Background: an optimization exercise with open tools, aiming at small area, a short achievable clock period and few clock cycles per item. Do not read the settings as production practice.
At most, simulation tests tie the RTL to the original design; equivalence was not proved.

// beep_filter
module beep_filter (
  input                    clk,
  input                    rst,
  input                    start,
  input      [31:0]        sample_rate,
  input      [31:0]        cutoff,
  output     [7:0]         tan_addr,
  input      [15:0]        tan_data,
  output                   ready,
  output reg               done,
  output reg               err,
  output reg [7:0]         tidx,
  output reg [15:0]        wc,
  output reg signed [15:0] z1_re,
  output reg signed [15:0] z1_im,
  output reg signed [15:0] z2_re,
  output reg signed [15:0] z2_im,
  output reg signed [15:0] a1,
  output reg signed [15:0] a2,
  output reg signed [15:0] b0,
  output reg signed [15:0] b1,
  output reg signed [15:0] b2,
  output reg [31:0]        sum_a
);
For scale: ~6000 cells after synthesis, ~600 flip-flops, about 53000 um^2 of cells after synthesis.
Settings: LEC_CHECK=0, CAP_MARGIN=20, CORE_MARGIN=2, CORE_UTILIZATION=40, PLACE_DENSITY=0.6, SLEW_MARGIN=20; clock period 15.0 ns.
run.sh (not shown) runs the stock make flow with config.mk's settings and CLKGATE_MAP_FILE= SYNTH_SCRIPT=/design/flow/synth_recipe.tcl, a recipe that flattens the netlist after the stock synthesis.
Testbench counts at the start, summed over its fixed seeds: cycles 13,832, designs 512.
Change:
--- a/flow/design.v
+++ b/flow/design.v
@@ -75,31 +75,31 @@
   reg [30:0] ss, sk;       
   reg [14:0] h0, h1;       
   reg [15:0] abar;         
   reg [17:0] abar3;        
   reg [15:0] bq;           
   reg [17:0] bq3;          
   reg        sa1, sa2, sa3, sal, sb1, sb2, sb3;
   reg [33:0] pacc;         
   reg [31:0] m0s, m0c;     
-  reg [1:0]  s0r;          
+  reg        dp, dm;       
   assign ready    = ph_idle;
   assign tan_addr = tq;
   wire z1_end = ph_z1 & cz;
   wire z2_end = ph_z2 & cz;
   wire start_ok = ph_idle & start & (sample_rate != 32'd0);
   wire [31:0] fmax   = dv >> 2;
   wire [31:0] cut    = {chi, r0[31:2]};
   wire        c_zero = (cut == 32'd0);
   wire [31:0] fdif;
   wire        fnb;                                    
   beep_add #(32) u_cmp (.a(fmax), .b(~cut), .ci(1'b1), .s(fdif), .co(fnb));
-  wire        c_eq   = (cut == fmax);
+  wire        c_eq   = (fdif == 32'd0);
   wire        c_big  = ~fnb;
   function [63:0] csa;
     input [31:0] a, b, c;
     begin
       csa[31:0]  = a ^ b ^ c;
       csa[63:32] = ((a & b) | (a & c) | (b & c)) << 1;
     end
   endfunction
   wire [31:0] r0n, r1n;
@@ -185,40 +185,40 @@
   wire [31:0] s32   = {17'd0, sv};
   wire [63:0] ma    = csa(s32, s32 << 1, s32 << 4);
   wire [63:0] mb    = csa(s32 << 5, s32 << 8, s32 << 9);
   wire [63:0] mc    = csa(ma[31:0], ma[63:32], mb[31:0]);
   wire [63:0] md    = csa(mb[63:32], s32 << 12, s32 << 13);
   wire [63:0] me    = csa(mc[31:0], mc[63:32], md[31:0]);
   wire [63:0] mf    = csa(me[31:0], me[63:32], md[63:32]);
   wire [31:0] bm;
   wire        bm_co;
-  wire [1:0]  dl    = suma[1:0] - s0r;
-  wire [31:0] drow  = dl == 2'd1 ? 32'd13107 : dl == 2'd3 ? ~32'd13107 : 32'd0;
-  wire [63:0] mg    = csa(m0s, {m0c[31:1], dl == 2'd3}, drow);
+  wire [31:0] drow  = ({32{dp}} & 32'd13107) | ({32{dm}} & ~32'd13107);
+  wire [63:0] mg    = csa(m0s, {m0c[31:1], dm}, drow);
   beep_add #(32) u_bm (.a(mg[31:0]), .b(mg[63:32]), .ci(1'b0), .s(bm), .co(bm_co));
   wire        bz    = suma[17] | (suma[16:3] == 14'd0 && suma[2:0] <= 3'd5);
   wire [15:0] b1c   = bz ? 16'd0 : bm[31:16];
   wire [15:0] a2c;
   wire        a2_co;
   beep_add #(16) u_a2 (.a({suma[15:14] + 2'b11, suma[13:0]}), .b(~a1c), .ci(1'b1), .s(a2c), .co(a2_co));
   always @(posedge clk) begin
     y1   <= t[29:15];
     nz   <= (w[13:0] != 14'd0);
     u2   <= {1'b0, y1} + {2'b01, 13'd0, nz};
     ss   <= l6a[30:0];
     sk   <= l6a[62:32];
     abar  <= abarc;
     abar3 <= abar3c;
     bq    <= {bpc, 1'b0};
     bq3   <= bq3c;
     m0s   <= mf[31:0];
     m0c   <= mf[63:32];
-    s0r   <= pacc[16:15];
+    dp    <= (pnext[18:17] - pacc[16:15]) == 2'd1;
+    dm    <= (pnext[18:17] - pacc[16:15]) == 2'd3;
     if (ph_idle)
       dv <= sample_rate;
     else if (ph_ld1)
       dv <= dc;
     else if (z1_end)
       dv <= d2c;
     if (ph_idle)
       r0 <= {cutoff[29:0], 2'b00};
     else if (ph_ld1)
@@ -321,19 +321,19 @@
         tq <= q8 ? 8'hff : clp ? {q1[5:0], g1} : {q0[5:0], g0};
       if (ph_fin) begin
         tidx  <= tq;
         wc    <= w;
         z1_re <= {1'b0, h0};
         z1_im <= {1'b0, h1};
         z2_re <= {1'b0, q0[15:1]};
         z2_im <= -q1;
         a1    <= a1c;
-        a2    <= a2c;
-        b0    <= {1'b0, b1c[15:1]};
-        b1    <= b1c;
-        b2    <= {1'b0, b1c[15:1]};
-        sum_a <= {{14{suma[17]}}, suma};
+        a2    <= {2'b0, a2c[13:0]};                  
+        b0    <= {5'b0, b1c[11:1]};                  
+        b1    <= {4'b0, b1c[11:0]};
+        b2    <= {5'b0, b1c[11:1]};
+        sum_a <= {{17{suma[17]}}, suma[14:0]};       
         err   <= 1'b0;
       end
     end
   end
 endmodule
=> Global-route usage is higher by 2.8 points; worst setup slack got worse by 0.010 ns; worst hold slack is about the same; non-clock buffer count is lower by 6.
No functional check of the RTL was part of the second run of this note.

* * *

Setup of the reference run:
beep_filter, a different RTL version from the one above (not shown whole).
Size in the first run: roughly 6300 cells after synthesis, ~670 flip-flops, about 290 I/O pins, about 0.056 mm² of cells after synthesis.
clock: 15.0 ns
lec_check: 0
cap_margin: 20
core_margin: 2
core_utilization: 40
place_density: 0.6
slew_margin: 20
diff inputs: the reference run => the trial run
-- flow/design.v --
<<< the reference run, line 72
  reg [14:0] y1;
  reg        nz;
  reg [14:0] u;
  reg [15:0] u2;           
  reg [30:0] ss, sk;       
  reg [31:0] d2r, nr2r;    
  reg [14:0] h0, h1;       
  reg [15:0] abar;         
  reg [17:0] abar3;        
  reg [17:0] abarl;        
  reg [15:0] bq;           
  reg [17:0] bq3;          
  reg [33:0] pacc;         
  reg [15:0] a1q;
  reg [31:0] m0s, m0c;     
  reg [1:0]  s0r;          
>>> the trial run, line 72
  reg [14:0] y1;
  reg        nz;
  reg [15:0] u2;           
  reg [30:0] ss, sk;       
  reg [14:0] h0, h1;       
  reg [15:0] abar;         
  reg [17:0] abar3;        
  reg [15:0] bq;           
  reg [17:0] bq3;          
  reg [33:0] pacc;         
  reg [31:0] m0s, m0c;     
  reg [1:0]  s0r;          
<<< the reference run, line 139
  wire [63:0] l5a = csa(l4a[31:0], l4a[63:32], l4b[31:0]);
  wire [63:0] l6a = csa(l5a[31:0], l5a[63:32], l4b[63:32]);
  wire [15:0] cor   = nz ? {y1, 1'b1} : 16'd0;
  wire [63:0] da    = csa({u2, 16'd0}, {1'b0, ss}, {1'b0, sk});
>>> the trial run, line 135
  wire [63:0] l5a = csa(l4a[31:0], l4a[63:32], l4b[31:0]);
  wire [63:0] l6a = csa(l5a[31:0], l5a[63:32], l4b[63:32]);
  wire [14:0] u     = {u2[15], u2[13:0]};
  wire [15:0] cor   = nz ? {y1, 1'b1} : 16'd0;
  wire [63:0] da    = csa({u2, 16'd0}, {1'b0, ss}, {1'b0, sk});
<<< the reference run, line 146
  wire [63:0] na_   = csa(32'h40000002, ~{1'b0, ss}, ~{1'b0, sk});
  assign {nr_co, nrc} = {1'b0, na_[31:0]} + {1'b0, na_[63:32]};
  wire [63:0] d2a   = csa({u2, 16'd0}, {1'b0, ss}, {1'b0, sk});
  wire [63:0] d2b   = csa(d2a[31:0], d2a[63:32], {16'd0, cor});
  wire [31:0] d2c, nr2c;
  wire        d2_co, n2_co;
  assign {d2_co, d2c} = {1'b0, d2b[31:0]} + {1'b0, d2b[63:32]};
  wire [63:0] n2a   = csa(32'h40000003, ~{1'b0, ss}, ~{1'b0, sk});
  wire [63:0] n2b   = csa(n2a[31:0], n2a[63:32], ~{16'd0, cor});
  assign {n2_co, nr2c} = {1'b0, n2b[31:0]} + {1'b0, n2b[63:32]};
  wire [1:0]  e0    = q0[1:0];
  wire [1:0]  e1    = q1[1:0];
>>> the trial run, line 143
  wire [63:0] na_   = csa(32'h40000002, ~{1'b0, ss}, ~{1'b0, sk});
  assign {nr_co, nrc} = {1'b0, na_[31:0]} + {1'b0, na_[63:32]};
  wire [31:0] d2c, nr2c;
  wire        d2_co, n2_co;
  assign {d2_co, d2c} = {1'b0, dv} + {17'd0, cor};
  wire [63:0] n2a   = csa({1'b1, u, 16'd0}, ~dv, ~{16'd0, cor});
  assign {n2_co, nr2c} = {1'b0, n2a[31:0]} + {1'b0, n2a[63:33], 1'b1} + 33'd1;
  wire [1:0]  e0    = q0[1:0];
  wire [1:0]  e1    = q1[1:0];
<<< the reference run, line 159
  always @* begin
    if (ph_pf)
      ra = e0[1] ? abarl : 18'd0;
    else
      case (e0)
>>> the trial run, line 153
  always @* begin
    if (ph_pf)
      ra = e0[1] ? {abar[15], ~abar[15], abar[14:0], 1'b0} : 18'd0;    
    else
      case (e0)
<<< the reference run, line 217
  wire [15:0] a2c;
  wire        a2_co;
  beep_add #(16) u_a2 (.a({suma[15:14] + 2'b11, suma[13:0]}), .b(~a1q), .ci(1'b1), .s(a2c), .co(a2_co));
  always @(posedge clk) begin
    y1   <= t[29:15];
    nz   <= (w[13:0] != 14'd0);
    u    <= y1 + nz;
    u2   <= {1'b0, y1} + {2'b01, 13'd0, nz};
    ss   <= l6a[30:0];
    sk   <= l6a[62:32];
    d2r  <= d2c;
    nr2r <= nr2c;
    abar  <= abarc;
    abar3 <= abar3c;
    abarl <= {abarc[15], ~abarc[15], abarc[14:0], 1'b0};    
    bq    <= {bpc, 1'b0};
    bq3   <= bq3c;
    a1q   <= a1c;
    m0s   <= mf[31:0];
    m0c   <= mf[63:32];
>>> the trial run, line 211
  wire [15:0] a2c;
  wire        a2_co;
  beep_add #(16) u_a2 (.a({suma[15:14] + 2'b11, suma[13:0]}), .b(~a1c), .ci(1'b1), .s(a2c), .co(a2_co));
  always @(posedge clk) begin
    y1   <= t[29:15];
    nz   <= (w[13:0] != 14'd0);
    u2   <= {1'b0, y1} + {2'b01, 13'd0, nz};
    ss   <= l6a[30:0];
    sk   <= l6a[62:32];
    abar  <= abarc;
    abar3 <= abar3c;
    bq    <= {bpc, 1'b0};
    bq3   <= bq3c;
    m0s   <= mf[31:0];
    m0c   <= mf[63:32];
<<< the reference run, line 241
      dv <= dc;
    else if (z1_end)
      dv <= d2r;
    if (ph_idle)
      r0 <= {cutoff[29:0], 2'b00};
>>> the trial run, line 230
      dv <= dc;
    else if (z1_end)
      dv <= d2c;
    if (ph_idle)
      r0 <= {cutoff[29:0], 2'b00};
<<< the reference run, line 247
      r0 <= nrc;
    else if (z1_end)
      r0 <= nr2r;
    else
      r0 <= r0n;
>>> the trial run, line 236
      r0 <= nrc;
    else if (z1_end)
      r0 <= nr2c;
    else
      r0 <= r0n;
<<< the reference run, line 342
        z2_re <= {1'b0, q0[15:1]};
        z2_im <= -q1;
        a1    <= a1q;
        a2    <= a2c;
        b0    <= {1'b0, b1c[15:1]};
>>> the trial run, line 331
        z2_re <= {1'b0, q0[15:1]};
        z2_im <= -q1;
        a1    <= a1c;
        a2    <= a2c;
        b0    <= {1'b0, b1c[15:1]};
==> comparison <==
- When the trial run is measured against the reference run, its area added between synthesis and finish turns out 0.17 points lower.
- The trial run vs the reference run: critical path depth up in the trial run
- Register area sits lower in the trial run than in the reference run.
- Going from the reference run to the trial run, sequential cell count fell about 12%, largest incremental delay on the critical path about even, post-synthesis xor/xnor area fraction rose 0.24 points, gate count after technology mapping fell about 3.7%.
- The trial run vs. the reference run: final weighted congestion in routability-driven placement has increased, total number of vias level.
No run of this note included a check of the RTL's function; only the layout flow was run.

-- what the ideal ports hide --
Ports are ideal in the flow. The routed layouts listed here were re-timed in OpenROAD.
Step 1 (the two cells are an assumption about what drives the block):
set clk [get_ports {clk}]
set_driving_cell -lib_cell sky130_fd_sc_hd__clkbuf_16 $clk
set_driving_cell -lib_cell sky130_fd_sc_hd__buf_2 [delete_from_list [all_inputs] $clk]
Step 2 also shifts input and output timing later by t, the mid clock arrival at the registers, as if the neighbouring blocks saw the same clock.
a / b / c = ideal ports / drivers / drivers and shift; a / b = the first two.
run | t (ns) | setup WS [ns] | pins driven straight from the clock port
the first run of note 1 | 0.734 | 9.330 / 9.330 / 9.330 | 1
the second run of note 1 | 0.756 | 9.319 / 9.319 / 9.238 | 1
the reference run | 0.773 | 9.610 / 9.610 / 9.610 | 1
the trial run | 0.759 | 9.258 / 9.258 / 9.258 | 1
After both steps setup and hold are still met in every run listed. The setup slack of the second run of note 1, which loses most, moves by 0.000 ns with the drivers and by -0.081 ns with both steps.
